Context: an optimization exercise on an open-source flow, tuned for small area, a short achievable clock period and few clock cycles per item. The choices shown serve that exercise and are no tape-out recipe.
In this exercise RTL edits were held to simulation tests only and were not proved equivalent to the original.

$ cat flow/config.mk
export PLATFORM = sky130hd
export DESIGN_NAME = hdu_top
export DESIGN_NICKNAME = hdu_top
export VERILOG_FILES = /design/flow/design.v
export SDC_FILE = /design/flow/constraint.sdc
export NUM_CORES = 4
export LEC_CHECK = 0
export ABC_AREA = 1
export ABC_CLOCK_PERIOD_IN_PS = 9000
export CAP_MARGIN = 20
export CORE_MARGIN = 2
export CORE_UTILIZATION = 40
export SLEW_MARGIN = 20
$ cat flow/flow/run.sh
#!/bin/bash
# The standard layout (standard.sh), with these changes to how the layout
# is made (constraints untouched):
#  - synthesis runs Yosys's synth with -noabc, so the full adders written in
#    the RTL reach extract_fa without the polarity changes abc -fast makes;
#  - ports are buffered with sky130_fd_sc_hd__buf_1;
#  - clock tree: larger sink clusters and no dummy loads;
#  - repair_timing over-fixes setup by the margin in flow/margin.txt.
set -o pipefail
export SETUP_SLACK_MARGIN=$(cat flow/margin.txt)
export BUFFER_PORTS_ARGS="-buffer_cell sky130_fd_sc_hd__buf_1"
export CTS_ARGS="-sink_clustering_enable -repair_clock_nets -dont_use_dummy_load -sink_clustering_size 24 -sink_clustering_max_diameter 60"
bash standard.sh SYNTH_ARGS=-noabc finish > standard.log 2>&1
$ cat flow/standard.sh
#!/bin/bash
# synth_recipe.tcl (not shown) runs the flow's synth.tcl, then flattens the netlist and writes it again
# the make line also repeats each setting of config.mk as NAME=value (left out here)
make -C /OpenROAD-flow-scripts/flow DESIGN_CONFIG=/design/flow/config.mk WORK_HOME=/design/flow/orfs CLKGATE_MAP_FILE= SYNTH_SCRIPT=/design/flow/synth_recipe.tcl "${@:-finish}"
$ cat flow/flow/margin.txt
34
$ cat flow/constraint.sdc
create_clock -name core_clock -period 44.0 [get_ports {clk}]
set_input_delay 8.8000 -clock core_clock [delete_from_list [all_inputs] [get_ports {clk}]]
set_output_delay 8.8000 -clock core_clock [all_outputs]
set_load 0.01 [all_outputs]
$ cat flow/design.v
module hdu_popcount32 (
    input  wire [31:0] v,
    output wire [5:0]  w,
    output wire [31:0] t,
    output wire [3:0]  a,
    output wire [3:0]  b
);
    wire f1_s = v[23] ^ v[28] ^ v[8];
    wire f1_c = (v[23] & v[28]) | (v[23] & v[8]) | (v[28] & v[8]);
    wire f2_s = v[19] ^ v[24] ^ v[4];
    wire f2_c = (v[19] & v[24]) | (v[19] & v[4]) | (v[24] & v[4]);
    wire f3_s = v[12] ^ v[16] ^ v[20];
    wire f3_c = (v[12] & v[16]) | (v[12] & v[20]) | (v[16] & v[20]);
    wire f4_s = v[3] ^ v[5] ^ v[7];
    wire f4_c = (v[3] & v[5]) | (v[3] & v[7]) | (v[5] & v[7]);
    wire f5_s = v[15] ^ v[27] ^ v[2];
    wire f5_c = (v[15] & v[27]) | (v[15] & v[2]) | (v[27] & v[2]);
    wire f6_s = v[0] ^ v[11] ^ v[18];
    wire f6_c = (v[0] & v[11]) | (v[0] & v[18]) | (v[11] & v[18]);
    wire f7_s = v[21] ^ v[22] ^ v[29];
    wire f7_c = (v[21] & v[22]) | (v[21] & v[29]) | (v[22] & v[29]);
    wire f8_s = v[1] ^ v[25] ^ v[26];
    wire f8_c = (v[1] & v[25]) | (v[1] & v[26]) | (v[25] & v[26]);
    wire f9_s = v[17] ^ v[30] ^ v[9];
    wire f9_c = (v[17] & v[30]) | (v[17] & v[9]) | (v[30] & v[9]);
    wire f10_s = v[13] ^ v[14] ^ v[6];
    wire f10_c = (v[13] & v[14]) | (v[13] & v[6]) | (v[14] & v[6]);
    wire f11_s = v[11] ^ v[24] ^ v[7];
    wire f11_c = (v[11] & v[24]) | (v[11] & v[7]) | (v[24] & v[7]);
    wire f12_s = v[0] ^ v[1] ^ v[8];
    wire f12_c = (v[0] & v[1]) | (v[0] & v[8]) | (v[1] & v[8]);
    wire f13_s = f3_s ^ f9_s ^ v[10];
    wire f13_c = (f3_s & f9_s) | (f3_s & v[10]) | (f9_s & v[10]);
    wire f14_s = f2_s ^ v[15] ^ v[20];
    wire f14_c = (f2_s & v[15]) | (f2_s & v[20]) | (v[15] & v[20]);
    wire f15_s = f1_s ^ v[12] ^ v[27];
    wire f15_c = (f1_s & v[12]) | (f1_s & v[27]) | (v[12] & v[27]);
    wire f16_s = f2_c ^ f3_c ^ f4_c;
    wire f16_c = (f2_c & f3_c) | (f2_c & f4_c) | (f3_c & f4_c);
    wire f17_s = f13_c ^ f1_c ^ f9_c;
    wire f17_c = (f13_c & f1_c) | (f13_c & f9_c) | (f1_c & f9_c);
    wire f18_s = v[31] ^ f1_s ^ f2_s;
    wire f18_c = (v[31] & f1_s) | (v[31] & f2_s) | (f1_s & f2_s);
    wire f19_s = f4_s ^ f5_s ^ f6_s;
    wire f19_c = (f4_s & f5_s) | (f4_s & f6_s) | (f5_s & f6_s);
    wire f20_s = f7_s ^ f8_s ^ f10_s;
    wire f20_c = (f7_s & f8_s) | (f7_s & f10_s) | (f8_s & f10_s);
    wire f21_s = f13_s ^ f18_s ^ f19_s;
    wire f21_c = (f13_s & f18_s) | (f13_s & f19_s) | (f18_s & f19_s);
    wire h22_s = f20_s ^ f21_s;
    wire h22_c = f20_s & f21_s;
    wire f23_s = f5_c ^ f6_c ^ f7_c;
    wire f23_c = (f5_c & f6_c) | (f5_c & f7_c) | (f6_c & f7_c);
    wire f24_s = f8_c ^ f10_c ^ f16_s;
    wire f24_c = (f8_c & f10_c) | (f8_c & f16_s) | (f10_c & f16_s);
    wire f25_s = f17_s ^ f18_c ^ f19_c;
    wire f25_c = (f17_s & f18_c) | (f17_s & f19_c) | (f18_c & f19_c);
    wire f26_s = f20_c ^ f21_c ^ h22_c;
    wire f26_c = (f20_c & f21_c) | (f20_c & h22_c) | (f21_c & h22_c);
    wire f27_s = f23_s ^ f24_s ^ f25_s;
    wire f27_c = (f23_s & f24_s) | (f23_s & f25_s) | (f24_s & f25_s);
    wire h28_s = f26_s ^ f27_s;
    wire h28_c = f26_s & f27_s;
    wire f29_s = f16_c ^ f17_c ^ f23_c;
    wire f29_c = (f16_c & f17_c) | (f16_c & f23_c) | (f17_c & f23_c);
    wire f30_s = f24_c ^ f25_c ^ f26_c;
    wire f30_c = (f24_c & f25_c) | (f24_c & f26_c) | (f25_c & f26_c);
    wire f31_s = f27_c ^ h28_c ^ f29_s;
    wire f31_c = (f27_c & h28_c) | (f27_c & f29_s) | (h28_c & f29_s);
    wire h32_s = f30_s ^ f31_s;
    wire h32_c = f30_s & f31_s;
    wire f33_s = f29_c ^ f30_c ^ f31_c;
    wire f33_c = (f29_c & f30_c) | (f29_c & f31_c) | (f30_c & f31_c);
    wire h34_s = h32_c ^ f33_s;
    wire h34_c = h32_c & f33_s;
    wire h35_s = f33_c ^ h34_c;
    wire h35_c = f33_c & h34_c;
    wire f36_s = v[0] ^ v[7] ^ v[14];
    wire f36_c = (v[0] & v[7]) | (v[0] & v[14]) | (v[7] & v[14]);
    wire f37_s = f2_s ^ f8_s ^ f15_s;
    wire f37_c = (f2_s & f8_s) | (f2_s & f15_s) | (f8_s & f15_s);
    wire h38_s = f36_s ^ f37_s;
    wire h38_c = f36_s & f37_s;
    wire f39_s = f1_c ^ f2_c ^ f8_c;
    wire f39_c = (f1_c & f2_c) | (f1_c & f8_c) | (f2_c & f8_c);
    wire f40_s = f15_c ^ f36_c ^ f37_c;
    wire f40_c = (f15_c & f36_c) | (f15_c & f37_c) | (f36_c & f37_c);
    wire f41_s = h38_c ^ f39_s ^ f40_s;
    wire f41_c = (h38_c & f39_s) | (h38_c & f40_s) | (f39_s & f40_s);
    wire f42_s = f39_c ^ f40_c ^ f41_c;
    wire f42_c = (f39_c & f40_c) | (f39_c & f41_c) | (f40_c & f41_c);
    wire f43_s = v[0] ^ v[3] ^ v[10];
    wire f43_c = (v[0] & v[3]) | (v[0] & v[10]) | (v[3] & v[10]);
    wire f44_s = f1_s ^ f7_s ^ f14_s;
    wire f44_c = (f1_s & f7_s) | (f1_s & f14_s) | (f7_s & f14_s);
    wire h45_s = f43_s ^ f44_s;
    wire h45_c = f43_s & f44_s;
    wire f46_s = f1_c ^ f2_c ^ f7_c;
    wire f46_c = (f1_c & f2_c) | (f1_c & f7_c) | (f2_c & f7_c);
    wire f47_s = f14_c ^ f43_c ^ f44_c;
    wire f47_c = (f14_c & f43_c) | (f14_c & f44_c) | (f43_c & f44_c);
    wire f48_s = h45_c ^ f46_s ^ f47_s;
    wire f48_c = (h45_c & f46_s) | (h45_c & f47_s) | (f46_s & f47_s);
    wire f49_s = f46_c ^ f47_c ^ f48_c;
    wire f49_c = (f46_c & f47_c) | (f46_c & f48_c) | (f47_c & f48_c);
    wire f50_s = v[6] ^ v[16] ^ v[17];
    wire f50_c = (v[6] & v[16]) | (v[6] & v[17]) | (v[16] & v[17]);
    wire f51_s = v[25] ^ v[28] ^ f6_s;
    wire f51_c = (v[25] & v[28]) | (v[25] & f6_s) | (v[28] & f6_s);
    wire f52_s = f14_s ^ f50_s ^ f51_s;
    wire f52_c = (f14_s & f50_s) | (f14_s & f51_s) | (f50_s & f51_s);
    wire f53_s = f2_c ^ f6_c ^ f14_c;
    wire f53_c = (f2_c & f6_c) | (f2_c & f14_c) | (f6_c & f14_c);
    wire f54_s = f50_c ^ f51_c ^ f52_c;
    wire f54_c = (f50_c & f51_c) | (f50_c & f52_c) | (f51_c & f52_c);
    wire h55_s = f53_s ^ f54_s;
    wire h55_c = f53_s & f54_s;
    wire f56_s = f53_c ^ f54_c ^ h55_c;
    wire f56_c = (f53_c & f54_c) | (f53_c & h55_c) | (f54_c & h55_c);
    wire f57_s = v[0] ^ v[13] ^ v[14];
    wire f57_c = (v[0] & v[13]) | (v[0] & v[14]) | (v[13] & v[14]);
    wire f58_s = v[21] ^ v[28] ^ f3_s;
    wire f58_c = (v[21] & v[28]) | (v[21] & f3_s) | (v[28] & f3_s);
    wire f59_s = f5_s ^ f11_s ^ f57_s;
    wire f59_c = (f5_s & f11_s) | (f5_s & f57_s) | (f11_s & f57_s);
    wire h60_s = f58_s ^ f59_s;
    wire h60_c = f58_s & f59_s;
    wire f61_s = f3_c ^ f5_c ^ f11_c;
    wire f61_c = (f3_c & f5_c) | (f3_c & f11_c) | (f5_c & f11_c);
    wire f62_s = f57_c ^ f58_c ^ f59_c;
    wire f62_c = (f57_c & f58_c) | (f57_c & f59_c) | (f58_c & f59_c);
    wire f63_s = h60_c ^ f61_s ^ f62_s;
    wire f63_c = (h60_c & f61_s) | (h60_c & f62_s) | (f61_s & f62_s);
    wire f64_s = f61_c ^ f62_c ^ f63_c;
    wire f64_c = (f61_c & f62_c) | (f61_c & f63_c) | (f62_c & f63_c);
    wire f65_s = v[3] ^ f1_s ^ f11_s;
    wire f65_c = (v[3] & f1_s) | (v[3] & f11_s) | (f1_s & f11_s);
    wire h66_s = f13_s ^ f65_s;
    wire h66_c = f13_s & f65_s;
    wire f67_s = f3_c ^ f11_c ^ f17_s;
    wire f67_c = (f3_c & f11_c) | (f3_c & f17_s) | (f11_c & f17_s);
    wire f68_s = f65_c ^ h66_c ^ f67_s;
    wire f68_c = (f65_c & h66_c) | (f65_c & f67_s) | (h66_c & f67_s);
    wire f69_s = f17_c ^ f67_c ^ f68_c;
    wire f69_c = (f17_c & f67_c) | (f17_c & f68_c) | (f67_c & f68_c);
    wire f70_s = v[6] ^ v[8] ^ v[13];
    wire f70_c = (v[6] & v[8]) | (v[6] & v[13]) | (v[8] & v[13]);
    wire f71_s = v[26] ^ f2_s ^ f3_s;
    wire f71_c = (v[26] & f2_s) | (v[26] & f3_s) | (f2_s & f3_s);
    wire f72_s = f4_s ^ f70_s ^ f71_s;
    wire f72_c = (f4_s & f70_s) | (f4_s & f71_s) | (f70_s & f71_s);
    wire f73_s = f16_s ^ f70_c ^ f71_c;
    wire f73_c = (f16_s & f70_c) | (f16_s & f71_c) | (f70_c & f71_c);
    wire h74_s = f72_c ^ f73_s;
    wire h74_c = f72_c & f73_s;
    wire f75_s = f16_c ^ f73_c ^ h74_c;
    wire f75_c = (f16_c & f73_c) | (f16_c & h74_c) | (f73_c & h74_c);
    wire f76_s = v[3] ^ v[4] ^ v[9];
    wire f76_c = (v[3] & v[4]) | (v[3] & v[9]) | (v[4] & v[9]);
    wire f77_s = v[22] ^ f3_s ^ f5_s;
    wire f77_c = (v[22] & f3_s) | (v[22] & f5_s) | (f3_s & f5_s);
    wire f78_s = f12_s ^ f76_s ^ f77_s;
    wire f78_c = (f12_s & f76_s) | (f12_s & f77_s) | (f76_s & f77_s);
    wire f79_s = f3_c ^ f5_c ^ f12_c;
    wire f79_c = (f3_c & f5_c) | (f3_c & f12_c) | (f5_c & f12_c);
    wire f80_s = f76_c ^ f77_c ^ f78_c;
    wire f80_c = (f76_c & f77_c) | (f76_c & f78_c) | (f77_c & f78_c);
    wire h81_s = f79_s ^ f80_s;
    wire h81_c = f79_s & f80_s;
    wire f82_s = f79_c ^ f80_c ^ h81_c;
    wire f82_c = (f79_c & f80_c) | (f79_c & h81_c) | (f80_c & h81_c);
    wire f83_s = v[4] ^ v[5] ^ v[16];
    wire f83_c = (v[4] & v[5]) | (v[4] & v[16]) | (v[5] & v[16]);
    wire f84_s = v[29] ^ v[30] ^ f6_s;
    wire f84_c = (v[29] & v[30]) | (v[29] & f6_s) | (v[30] & f6_s);
    wire f85_s = f15_s ^ f83_s ^ f84_s;
    wire f85_c = (f15_s & f83_s) | (f15_s & f84_s) | (f83_s & f84_s);
    wire f86_s = f1_c ^ f6_c ^ f15_c;
    wire f86_c = (f1_c & f6_c) | (f1_c & f15_c) | (f6_c & f15_c);
    wire f87_s = f83_c ^ f84_c ^ f85_c;
    wire f87_c = (f83_c & f84_c) | (f83_c & f85_c) | (f84_c & f85_c);
    wire h88_s = f86_s ^ f87_s;
    wire h88_c = f86_s & f87_s;
    wire f89_s = f86_c ^ f87_c ^ h88_c;
    wire f89_c = (f86_c & f87_c) | (f86_c & h88_c) | (f87_c & h88_c);
    wire f90_s = v[2] ^ v[11] ^ f4_s;
    wire f90_c = (v[2] & v[11]) | (v[2] & f4_s) | (v[11] & f4_s);
    wire h91_s = f12_s ^ f90_s;
    wire h91_c = f12_s & f90_s;
    wire f92_s = f4_c ^ f12_c ^ f90_c;
    wire f92_c = (f4_c & f12_c) | (f4_c & f90_c) | (f12_c & f90_c);
    wire h93_s = h91_c ^ f92_s;
    wire h93_c = h91_c & f92_s;
    wire h94_s = f92_c ^ h93_c;
    wire h94_c = f92_c & h93_c;
    wire f95_s = v[4] ^ v[9] ^ v[10];
    wire f95_c = (v[4] & v[9]) | (v[4] & v[10]) | (v[9] & v[10]);
    wire f96_s = v[12] ^ f10_s ^ f95_s;
    wire f96_c = (v[12] & f10_s) | (v[12] & f95_s) | (f10_s & f95_s);
    wire f97_s = f10_c ^ f95_c ^ f96_c;
    wire f97_c = (f10_c & f95_c) | (f10_c & f96_c) | (f95_c & f96_c);
    assign w = {h35_c, h35_s, h34_s, h32_s, h28_s, h22_s};
    assign t = {f89_c, f89_s, h88_s, f85_s, f82_c, f82_s, h81_s, f78_s, f75_c, f75_s, h74_s, f72_s, f69_c, f69_s, f68_s, h66_s, f64_c, f64_s, f63_s, h60_s, f56_c, f56_s, h55_s, f52_s, f49_c, f49_s, f48_s, h45_s, f42_c, f42_s, f41_s, h38_s};
    assign a = {h94_c, h94_s, h93_s, h91_s};
    assign b = {1'b0, f97_c, f97_s, f96_s};
endmodule
module hdu_top (
    input  wire        clk,
    input  wire        rst,         
    input  wire        in_valid,
    output wire        in_ready,
    input  wire [31:0] in_cmd,
    input  wire [31:0] in_opa,
    input  wire [31:0] in_opb,
    output reg         out_valid,
    output wire [31:0] out_result,
    output wire [31:0] out_status
);
    localparam [2:0] OP_HD  = 3'd1;
    localparam [2:0] OP_CFG = 3'd2;
    localparam [2:0] OP_ENC = 3'd3;
    localparam [2:0] OP_DEC = 3'd4;
    localparam [2:0] C_ILLEGAL   = 3'd1;
    localparam [2:0] C_BAD_MOD   = 3'd2;
    localparam [2:0] C_BAD_THR   = 3'd3;
    localparam [2:0] C_NOT_CFG   = 3'd4;
    localparam [2:0] C_SYM_RANGE = 3'd5;
    assign in_ready = 1'b1;
    reg        s1_valid;
    reg        s1_ok;           
    reg [2:0]  s1_op;           
    reg [31:0] s1_x;            
    reg [5:0]  s1_b;            
    reg        s1_bz;           
    wire hd_sel = (in_cmd[3:0] == 4'd1);
    always @(posedge clk) begin
        if (rst) s1_valid <= 1'b0;
        else     s1_valid <= in_valid;
        s1_ok <= (in_cmd[31:3] == 29'd0);
        s1_op <= in_cmd[2:0];
        s1_x  <= in_opa ^ (in_opb & {32{hd_sel}});
        s1_b  <= in_opb[5:0];
        s1_bz <= (in_opb[31:6] == 26'd0);
    end
    reg        cfg_valid;
    reg        cfg_mod;
    reg [5:0]  cfg_thresh;
    reg        hit;
    reg        fault;
    reg [2:0]  cause;
    reg [30:0] result;          
    assign out_result = {1'b0, result};
    assign out_status = {fault, 12'd0, cause, 2'd0, cfg_thresh, 5'd0,
                         cfg_mod, cfg_valid, hit};
    wire [31:0] c = s1_x;
    wire [5:0]  wc;             
    wire [31:0] t;              
    wire [3:0]  bp0, bp1;       
    hdu_popcount32 u_pc (.v(c), .w(wc), .t(t), .a(bp0), .b(bp1));
    wire [3:0] t0 = t[3:0];
    wire [3:0] t1 = t[7:4];
    wire [3:0] t2 = t[11:8];
    wire [3:0] t3 = t[15:12];
    wire [3:0] t4 = t[19:16];
    wire [3:0] t5 = t[23:20];
    wire [3:0] t6 = t[27:24];
    wire [3:0] t7 = t[31:28];
    wire [7:0] tb0 = {t7[0], t6[0], t5[0], t4[0], t3[0], t2[0], t1[0], t0[0]};
    wire [7:0] tb1 = {t7[1], t6[1], t5[1], t4[1], t3[1], t2[1], t1[1], t0[1]};
    wire [7:0] tb2 = {t7[2], t6[2], t5[2], t4[2], t3[2], t2[2], t1[2], t0[2]};
    wire [7:0] tb3 = {t7[3], t6[3], t5[3], t4[3], t3[3], t2[3], t1[3], t0[3]};
    localparam [7:0] VLSB = 8'b11100100;
    wire [4:0] vmax, vmin;
    wire [7:0] cx4 = 8'hff, cn4 = 8'hff;
    assign vmax[4] = |(cx4 & tb3);
    wire [7:0] cx3 = cx4 & (tb3 | {8{~vmax[4]}});
    assign vmin[4] = ~|(cn4 & ~tb3);
    wire [7:0] cn3 = cn4 & (~tb3 | {8{vmin[4]}});
    assign vmax[3] = |(cx3 & tb2);
    wire [7:0] cx2 = cx3 & (tb2 | {8{~vmax[3]}});
    assign vmin[3] = ~|(cn3 & ~tb2);
    wire [7:0] cn2 = cn3 & (~tb2 | {8{vmin[3]}});
    assign vmax[2] = |(cx2 & tb1);
    wire [7:0] cx1 = cx2 & (tb1 | {8{~vmax[2]}});
    assign vmin[2] = ~|(cn2 & ~tb1);
    wire [7:0] cn1 = cn2 & (~tb1 | {8{vmin[2]}});
    assign vmax[1] = |(cx1 & tb0);
    wire [7:0] cx0 = cx1 & (tb0 | {8{~vmax[1]}});
    assign vmin[1] = ~|(cn1 & ~tb0);
    wire [7:0] cn0 = cn1 & (~tb0 | {8{vmin[1]}});
    assign vmax[0] = |(cx0 & VLSB);
    wire [7:0] cxf = cx0 & (VLSB | {8{~vmax[0]}});
    assign vmin[0] = ~|(cn0 & ~VLSB);
    wire [7:0] cnf = cn0 & (~VLSB | {8{vmin[0]}});
    function [2:0] first1;
        input [7:0] m;
        begin
            casez (m)
                8'b???????1: first1 = 3'd0;
                8'b??????10: first1 = 3'd1;
                8'b?????100: first1 = 3'd2;
                8'b????1000: first1 = 3'd3;
                8'b???10000: first1 = 3'd4;
                8'b??100000: first1 = 3'd5;
                8'b?1000000: first1 = 3'd6;
                default:     first1 = 3'd7;
            endcase
        end
    endfunction
    wire [2:0] kmax = first1(cxf);
    wire [2:0] kmin = first1(cnf);
    wire       bsel = (bp0 <= bp1);
    wire [4:0] vb   = bsel ? {bp1, 1'b1} : {bp0, 1'b0};
    wire [4:0] vsel = cfg_mod ? vmax : vb;
    wire [7:0] dh = {2'b00, cfg_thresh} + {3'b000, vsel} - {2'b00, wc} - (cfg_mod ? 8'd14 : 8'd8);
    wire [7:0] dl = {2'b00, cfg_thresh} + {2'b00, wc} - {3'b000, vmin} - 8'd17 - {6'd0, c[31], 1'b0};
    wire [7:0] dw = {1'b0, wc, 1'b0} - {3'b000, vmin} - {3'b000, vmax} - 8'd3 - {6'd0, c[31], 1'b0};
    wire       hit_hi = !dh[7];
    wire       hit_lo = cfg_mod && !dl[7];
    wire       lo_w   = !dw[7];
    wire       use_lo = hit_lo && lo_w;
    wire       dec_hit = hit_hi || hit_lo;
    wire [3:0] best_i = !cfg_mod ? {3'd0, bsel} : use_lo ? {1'b0, kmin} : {1'b1, kmax};
    wire [4:0]  enc_i = {cfg_mod, c[3:0]};
    wire [30:0] enc_chip;
    localparam [31:0] CT0 = 32'hcf305555;
    assign enc_chip[0] = CT0[enc_i];
    localparam [31:0] CT1 = 32'h41be5555;
    assign enc_chip[1] = CT1[enc_i];
    localparam [31:0] CT2 = 32'h48b75555;
    assign enc_chip[2] = CT2[enc_i];
    localparam [31:0] CT3 = 32'h728d5555;
    assign enc_chip[3] = CT3[enc_i];
    localparam [31:0] CT4 = 32'he718aaaa;
    assign enc_chip[4] = CT4[enc_i];
    localparam [31:0] CT5 = 32'ha05f5555;
    assign enc_chip[5] = CT5[enc_i];
    localparam [31:0] CT6 = 32'h24dbaaaa;
    assign enc_chip[6] = CT6[enc_i];
    localparam [31:0] CT7 = 32'h39c65555;
    assign enc_chip[7] = CT7[enc_i];
    localparam [31:0] CT8 = 32'hf30c5555;
    assign enc_chip[8] = CT8[enc_i];
    localparam [31:0] CT9 = 32'h50afaaaa;
    assign enc_chip[9] = CT9[enc_i];
    localparam [31:0] CT10 = 32'h12edaaaa;
    assign enc_chip[10] = CT10[enc_i];
    localparam [31:0] CT11 = 32'h9c635555;
    assign enc_chip[11] = CT11[enc_i];
    localparam [31:0] CT12 = 32'hf906aaaa;
    assign enc_chip[12] = CT12[enc_i];
    localparam [31:0] CT13 = 32'h28d7aaaa;
    assign enc_chip[13] = CT13[enc_i];
    localparam [31:0] CT14 = 32'h09f6aaaa;
    assign enc_chip[14] = CT14[enc_i];
    localparam [31:0] CT15 = 32'h4eb10000;
    assign enc_chip[15] = CT15[enc_i];
    localparam [31:0] CT16 = 32'hfc030000;
    assign enc_chip[16] = CT16[enc_i];
    localparam [31:0] CT17 = 32'h14eb0000;
    assign enc_chip[17] = CT17[enc_i];
    localparam [31:0] CT18 = 32'h847b0000;
    assign enc_chip[18] = CT18[enc_i];
    localparam [31:0] CT19 = 32'h27d80000;
    assign enc_chip[19] = CT19[enc_i];
    localparam [31:0] CT20 = 32'h7e810000;
    assign enc_chip[20] = CT20[enc_i];
    localparam [31:0] CT21 = 32'h0af50000;
    assign enc_chip[21] = CT21[enc_i];
    localparam [31:0] CT22 = 32'h42bd0000;
    assign enc_chip[22] = CT22[enc_i];
    localparam [31:0] CT23 = 32'h936c0000;
    assign enc_chip[23] = CT23[enc_i];
    localparam [31:0] CT24 = 32'h3fc00000;
    assign enc_chip[24] = CT24[enc_i];
    localparam [31:0] CT25 = 32'h05fa0000;
    assign enc_chip[25] = CT25[enc_i];
    localparam [31:0] CT26 = 32'h21de0000;
    assign enc_chip[26] = CT26[enc_i];
    localparam [31:0] CT27 = 32'hc9360000;
    assign enc_chip[27] = CT27[enc_i];
    localparam [31:0] CT28 = 32'h9f600000;
    assign enc_chip[28] = CT28[enc_i];
    localparam [31:0] CT29 = 32'h827d0000;
    assign enc_chip[29] = CT29[enc_i];
    localparam [31:0] CT30 = 32'h906f0000;
    assign enc_chip[30] = CT30[enc_i];
    wire is_hd  = s1_ok && s1_op == OP_HD;
    wire is_cfg = s1_ok && s1_op == OP_CFG;
    wire is_enc = s1_ok && s1_op == OP_ENC;
    wire is_dec = s1_ok && s1_op == OP_DEC;
    wire z4 = (c[31:4] == 28'd0);
    wire z1 = z4 && (c[3:1] == 3'd0);
    wire cfg_mod_ok = z1;
    wire cfg_thr_ok = s1_bz && (c[0] ? (!s1_b[5] || s1_b[4:0] == 5'd0)
                                     : (s1_b[5:4] == 2'd0));
    wire enc_sym_ok = cfg_mod ? z4 : z1;
    always @(posedge clk) begin
        if (rst) begin
            cfg_valid  <= 1'b0;
            cfg_mod    <= 1'b0;
            cfg_thresh <= 6'd0;
            result     <= 31'd0;
            hit        <= 1'b0;
            fault      <= 1'b0;
            cause      <= 3'd0;
            out_valid  <= 1'b0;
        end else begin
            out_valid <= s1_valid;
            if (s1_valid && !fault) begin
                if (is_hd) begin
                    result <= {25'd0, wc};
                    hit    <= 1'b0;
                end else if (is_cfg) begin
                    if (!cfg_mod_ok) begin
                        fault <= 1'b1;
                        cause <= C_BAD_MOD;
                    end else if (!cfg_thr_ok) begin
                        fault <= 1'b1;
                        cause <= C_BAD_THR;
                    end else begin
                        cfg_valid  <= 1'b1;
                        cfg_mod    <= c[0];
                        cfg_thresh <= s1_b;
                        result     <= 31'd0;
                        hit        <= 1'b0;
                    end
                end else if (is_enc) begin
                    if (!cfg_valid) begin
                        fault <= 1'b1;
                        cause <= C_NOT_CFG;
                    end else if (!enc_sym_ok) begin
                        fault <= 1'b1;
                        cause <= C_SYM_RANGE;
                    end else begin
                        result  <= enc_chip;
                        hit     <= 1'b0;
                    end
                end else if (is_dec) begin
                    if (!cfg_valid) begin
                        fault <= 1'b1;
                        cause <= C_NOT_CFG;
                    end else begin
                        result <= dec_hit ? {27'd0, best_i} : 31'd0;
                        hit    <= dec_hit;
                    end
                end else begin
                    fault <= 1'b1;
                    cause <= C_ILLEGAL;
                end
            end
        end
    end
endmodule
==> load_flow_metrics.sql <==
INSERT INTO impl_metrics (metric_group, metric, value, unit) VALUES
('setup_path', 'critical_path_required_time', '35.20', 'ns'),
('setup_path', 'critical_path.slowest_cell', 'dfxtp_1', ''),
('route', 'drcViolationCount', '0', ''),
('timing', 'final.setup.tns', '0', 'ns'),
('floorplan', 'start_util', '40.9', '%'),
('synth', 'number_of_enable_flip_flop_cells_after_synthesis', '0', ''),
('timing', 'finalSetupViolCount', '0', ''),
('grt', 'grt_first_pass_wirelength', '36.4', 'mm'),
('clocking', 'cts.sinks', '89', ''),
('layout', 'fillCellCount', '2200', ''),
('layout', 'flow.area_growth_from_synthesis', '10.5', '%'),
('grt', 'global_route.overflow_total', '0', ''),
('place', 'place.gp.congestion', '0.901', ''),
('setup_path', 'cp.arrival', '0.97', 'ns'),
('setup_path', 'critical_path_class', 'flop to output port', ''),
('timing', 'finalHoldViolations', '0', ''),
('setup_path', 'slowest_delay', '0.42', 'ns'),
('layout', 'diodes', '0', ''),
('grt', 'antenna_found_initial', '0', ''),
('layout', 'design.final.nets', '1471', ''),
('clocking', 'hold_buffers', '0', ''),
('timing', 'min_period', '9.77', 'ns'),
('clocking', 'cts_tree', 'yes', ''),
('route', 'routed_wire_length_per_instance', '15.1', 'um'),
('setup_path', 'end_kind', 'output port', ''),
('setup_path', 'reg2reg_slack', '35.18', 'ns'),
('clocking', 'clkLatencyLatePin', '0.35', 'ns'),
('grt', 'track_usage', '20.7', '%'),
('place', 'placement.cell_area', '0.00930', 'sq mm'),
('floorplan', 'floorplan.die.height', '151', 'um'),
('place', 'place_worst_setup_slack', '34.06', 'ns'),
('flow_run', 'cap_violations', '0', ''),
('route', 'antenna_left', '0', ''),
('clocking', 'cts.root.buffer_cell', 'clkbuf_16', ''),
('floorplan', 'floorplan.die_area', '0.0228', 'sq mm'),
('layout', 'layout_commonest_cell', 'nand2_1', ''),
('outcome', 'outcome', 'no timing/DRC/antenna violations', ''),
('place', 'numPortBuffers', '143', ''),
('timing', 'worst_slew_pin_slew', '0.956', 'ns'),
('floorplan', 'coreArea', '0.0211', 'sq mm'),
('setup_path', 'crit_path_max_fanout', '4', ''),
('route', 'drt-initial-drc-count', '410', ''),
('setup_path', 'worstPathBufferInverterCount', '1', ''),
('min_path', 'hp-start', 's1_valid$_SDFF_PP0_', ''),
('floorplan', 'die_w', '151', 'um'),
('min_path', 'hold_path_class', 'flop to flop', ''),
('setup_path', 'critical_path.reg2reg.endpoint', 'result[1]$_SDFFE_PP0P_', ''),
('route', 'viasPerCell', '4.90', ''),
('synth', 'mappedNetlistArea', '0.00862', 'sq mm'),
('grt', 'vias_in_the_first_global_route', '7183', ''),
('layout', 'final_design_area_no_fill', '0.00953', 'sq mm'),
('layout', 'layout-drive-gt1-share', '4.94', '%'),
('timing', 'peak_clock_frequency_supported_by_timing', '102', 'MHz'),
('clocking', 'deepest_level_of_the_cts_h_tree', '3', ''),
('route', 'vias', '7294', ''),
('setup_path', 'worst_r2r_path_depth', '42', ''),
('place', 'place_hpwl', '19.3', 'mm'),
('setup_path', 'cp-start-kind', 'flop', ''),
('setup_path', 'critPathTopFamily', 'flip-flops', ''),
('timing', 'hold-worst-slack', '0.447', 'ns'),
('layout', 'final_cell_mix', 'nand2_1, buf_1, inv_1', ''),
('setup_path', 'cp_cell_sequence', 'buf_1', ''),
('route', 'wl', '22.5', 'mm'),
('clocking', 'postCtsSetupBuffers', '0', ''),
('synth', 'postSynthAreaPerCell', '7.90', 'sq um'),
('setup_path', 'critical_path.reg2reg.startpoint', 's1_x[2]$_DFF_P_', ''),
('synth', 'synth_seq_area_share', '20.7', '%'),
('clocking', 'ctsResizeCount', '0', '');
## how the worst max path moves through the flow
stage	to	slack, ns	depth (start not counted)
after global placement	result[0]$_SDFFE_PP0P_	34.12	5
after detailed placement	cfg_thresh[5]$_SDFFE_PP0P_	34.06	5
after floorplan	s1_x[10]$_DFF_P_	34.06	4
final	out_status[9]	34.23	1
after CTS	out_status[9]	34.20	1
after global routing	out_status[9]	34.17	1
## cell usage after synthesis (3+ instances only)
master | number | area share [%]
a211oi_1 | 6 | 0.52
a21oi_1 | 56 | 3.2
buf_4 | 25 | 2.2
buf_6 | 3 | 0.39
clkbuf_1 | 25 | 1.1
dfxtp_1 | 89 | 21
fa_1 | 98 | 23
ha_1 | 57 | 8.3
inv_1 | 139 | 6.0
nand2_1 | 230 | 10
nand2_2 | 14 | 1.0
nand2_4 | 5 | 0.65
nand3_1 | 66 | 3.8
nand3_2 | 3 | 0.35
nand3b_1 | 3 | 0.26
nand4_1 | 8 | 0.58
nor2_1 | 77 | 3.4
nor2_2 | 5 | 0.36
nor2_4 | 6 | 0.78
nor3_1 | 6 | 0.35
nor4_1 | 16 | 1.2
o211ai_1 | 7 | 0.61
o21ai_0 | 64 | 3.7
o21ai_1 | 3 | 0.17
o21bai_1 | 4 | 0.35
o31ai_1 | 7 | 0.61
or4_1 | 6 | 0.52
xnor2_1 | 32 | 3.2
xor2_1 | 10 | 1.0
## sequential cells by signal (all words and copies together), names as in the netlist
name        count
s1_ok           1
s1_x           32
s1_bz           1
cfg_valid       1
hit             1
cfg_mod         1
fault           1
result         31
s1_valid        1
cause           3
s1_op           3
out_valid       1
cfg_thresh      6
s1_b            6
## kinds of logic after synthesis
family / count (synthesis) / synth area share [%]
compound gates: 159 / 10.4
xor+xnor: 42 / 4.27
fa+ha+maj: 155 / 31.0
buf+inv: 197 / 10.1
flops: 89 / 20.7
other cells: 2 / 0.0871
simple gates: 448 / 23.5
## layer usage
| layer | part of all wire, % | wire length, um | global-route usage, % | vias up |
|---|---|---|---|---|
| li1 | - | - | - | 3703 |
| met1 | 47 | 10600 | 28.6 | 3329 |
| met2 | 46 | 10300 | 33.8 | 235 |
| met3 | 5.5 | 1240 | 3.01 | 27 |
| met4 | 1.7 | 376 | 5.89 | 0 |
| met5 | 0 | 0 | 0 | - |
## area by class of cell
cell class	instances	area, sq um	share of cell area (%)
multi-input cells	825	6060	63.6
inverters	142	533	5.59
clock buffers	9	225	2.36
well taps	275	344	3.61
flip-flops and latches	89	1780	18.7
repair buffers	150	589	6.18
Testbench counts, summed over its fixed seeds: cycles 16,016, items 16,000.

## port drivers added, routing unchanged
The results above use ideal ports. As a check the final layout listed here was re-extracted and re-timed, cells and wires unchanged.
Step 1 (the two cells are an assumption about what drives the block):
set clk [get_ports {clk}]
set_driving_cell -lib_cell sky130_fd_sc_hd__clkbuf_16 $clk
set_driving_cell -lib_cell sky130_fd_sc_hd__buf_2 [delete_from_list [all_inputs] $clk]
Step 2, shift: input delay + t, output delay - t, t = (earliest + latest rising clock arrival at the registers) / 2. This alone moves slack from input paths to output paths.
Three values: ideal, step 1, step 2; two values: the first two.
shift t [ns]: 0.383
setup slack, ns: 34.232 / 34.186 / 34.035
hold slack, ns: 0.447 / 0.447 / 0.447
After both steps setup and hold are still met in this run. For this run, drivers alone change the setup slack by -0.046 ns; drivers and shift together by -0.197 ns.
